Context: an optimization exercise on an open-source flow, tuned for small area, a short achievable clock period and few clock cycles per item. The choices shown serve that exercise and are no tape-out recipe.
Only simulation tests tie the RTL to the original design; equivalence was not proved.

## ice_core
module ice_core (
    input  wire        clk,
    input  wire        rst,         
    input  wire        key_load,    
    input  wire        key_thin,    
    input  wire [63:0] key,
    input  wire        start,       
    input  wire        decrypt,     
    input  wire [63:0] din,
    output reg         ready,
    output reg         done,
    output reg  [63:0] dout
);
    reg         v0, v1, v2;         
    reg         l0, l1, l2;         
    reg         d0, d1, d2;         
    reg  [3:0]  n0, n1;             
    reg  [3:0]  nn2;                
    reg         ln2;                
    reg  [15:0] oh0;                
    reg  [31:0] a0, b0, a1, b1, a2, b2;
    reg  [39:0] x1;                 
    reg  [7:0]  row2;
    reg  [63:0] zz2;                
    reg  [63:0] key_act;
    reg         thin_c, thin_act;
    reg         kc0, kc1, kc2;      
    reg         p0, p1, p2;         
    wire [59:0] sk;
    wire [39:0] idx;
  ...
clock: 14.0 ns
lec_check: 0
cap_margin: 20
cell_pad_in_sites_detail_placement: 1
cell_pad_in_sites_global_placement: 1
core_margin: 2
core_utilization: 35
cts_cluster_diameter: 100
cts_cluster_size: 25
place_density: 0.45
slew_margin: 20
standard.sh (not shown) runs the stock make flow with config.mk's settings and CLKGATE_MAP_FILE= SYNTH_SCRIPT=/design/flow/synth_recipe.tcl, a recipe that flattens the netlist after the stock synthesis.
==> flow/flow/run.sh <==
#!/bin/bash
# The standard layout with three changes to how it optimises, under the design's own
# clock period and constraints:
#  - synthesis is the standard flow's, except that abc maps the logic with flow/abc_area.script
#    (flow/synth.tcl); registers come out exactly as in the standard synthesis;
#  - the port buffers are sky130_fd_sc_hd__buf_2 instead of the delay buffer buffer_ports
#    picks by default (every port still gets its buffer);
#  - ORFS's timing repair aims at a setup margin of 10.4 ns, so the critical paths get sized.
set -e
mkdir -p logs
F=$(pwd)/flow
bash standard.sh SYNTH_SCRIPT=$F/synth.tcl MY_ABC_SCRIPT=$F/abc_area.script SETUP_SLACK_MARGIN=10.4 \
  "BUFFER_PORTS_ARGS=-buffer_cell sky130_fd_sc_hd__buf_2" finish > logs/standard.log 2>&1
==> flow/flow/abc_area.script <==
strash
&get -n
&st
&dch
&nf -R 1000
&put
topo
stime -c
==> flow/flow/synth.tcl <==
# The standard flow's synthesis script (synth_recipe.tcl), with one change: Yosys's abc pass maps the
# combinational logic with flow/abc_area.script (area-oriented mapping, then gate sizing
# towards a 4 ns delay target) instead of ORFS's abc_speed.script. Registers are mapped
# before abc runs, so they are exactly the standard synthesis's.
proc synth {args} { yosys synth -nofsm -noshare {*}$args }
proc abc {args} {
  set i [lsearch -exact $args -script]
  if { $i >= 0 } { set args [lreplace $args $i [expr { $i + 1 }]] }
  set i [lsearch -exact $args -D]
  if { $i >= 0 } { set args [lreplace $args $i [expr { $i + 1 }]] }
  yosys abc -script $::env(MY_ABC_SCRIPT) -D 4000 {*}$args
}
source $::env(SCRIPTS_DIR)/synth.tcl
# left out here: clear keep_hierarchy, flatten, clean up, hide names made inside functions, write 1_2_yosys.v
Testbench counts at the start, summed over its fixed seeds: cycles 10,808, blocks 768.
Edit:
--- a/flow/flow/run.sh
+++ b/flow/flow/run.sh
@@ -6,8 +6,8 @@
 #  - the port buffers are sky130_fd_sc_hd__buf_2 instead of the delay buffer buffer_ports
 #    picks by default (every port still gets its buffer);
-#  - ORFS's timing repair aims at a setup margin of 10.4 ns, so the critical paths get sized.
+#  - ORFS's timing repair aims at a setup margin of 10.25 ns, so the critical paths get sized.
 set -e
 mkdir -p logs
 F=$(pwd)/flow
-bash standard.sh SYNTH_SCRIPT=$F/synth.tcl MY_ABC_SCRIPT=$F/abc_area.script SETUP_SLACK_MARGIN=10.4 \
+bash standard.sh SYNTH_SCRIPT=$F/synth.tcl MY_ABC_SCRIPT=$F/abc_area.script SETUP_SLACK_MARGIN=10.25 \
   "BUFFER_PORTS_ARGS=-buffer_cell sky130_fd_sc_hd__buf_2" finish > logs/standard.log 2>&1
Cell area decreases by 3.5%.
Routed wire length is about the same.
Utilization went down by 1.6 points.
Edit:
--- a/flow/flow/run.sh
+++ b/flow/flow/run.sh
@@ -6,8 +6,8 @@
 #  - the port buffers are sky130_fd_sc_hd__buf_2 instead of the delay buffer buffer_ports
 #    picks by default (every port still gets its buffer);
-#  - ORFS's timing repair aims at a setup margin of 10.25 ns, so the critical paths get sized.
+#  - ORFS's timing repair aims at a setup margin of 10 ns, so the critical paths get sized.
 set -e
 mkdir -p logs
 F=$(pwd)/flow
-bash standard.sh SYNTH_SCRIPT=$F/synth.tcl MY_ABC_SCRIPT=$F/abc_area.script SETUP_SLACK_MARGIN=10.25 \
+bash standard.sh SYNTH_SCRIPT=$F/synth.tcl MY_ABC_SCRIPT=$F/abc_area.script SETUP_SLACK_MARGIN=10 \
   "BUFFER_PORTS_ARGS=-buffer_cell sky130_fd_sc_hd__buf_2" finish > logs/standard.log 2>&1
==> flow/flow/abc_area.script (replaced) <==
&get -n
&st
&dch
&nf -R 1000
&put
buffer -c
topo
stime -c
upsize -c
dnsize -c
Settings changed: CTS_CLUSTER_DIAMETER 100 to default, CTS_CLUSTER_SIZE 25 to default.
Outcome:
- routed wire length came out higher by about 4%
- sequential share of layout area came out higher by 0.19 points
- sequential cell count does not change
- first-iteration DRC count came out lower by about 14%
- non-clock buffer count came out lower by 62
- cell area came out lower by about 1.5%
- via count came out lower by about 0.44%

-- afterwards: timing with drivers on the ports --
The results above use ideal ports. As a check the final layouts listed here were re-extracted and re-timed, cells and wires unchanged.
Step 1: set_driving_cell puts a clkbuf_16 on clk and a buf_2 on each other input, an assumption about the parent block.
Step 2, shift: input delay + t, output delay - t, t = (earliest + latest rising clock arrival at the registers) / 2. This alone moves slack from input paths to output paths.
Three values: ideal, step 1, step 2; two values: the first two.
run | t (ns) | setup WS [ns] | worst hold slack (ns)
the first run | 0.684 | 10.113 / 10.045 / 9.820 | 0.328 / 0.328 / 0.328
the second run | 0.688 | 10.101 / 10.035 / 9.725 | 0.325 / 0.325 / 0.325
the third run | 0.695 | 10.012 / 9.975 / 9.611 | 0.319 / 0.319 / 0.319
After both steps setup and hold are still met in every run listed. The setup slack of the third run, which loses most, moves by -0.037 ns with the drivers and by -0.401 ns with both steps.
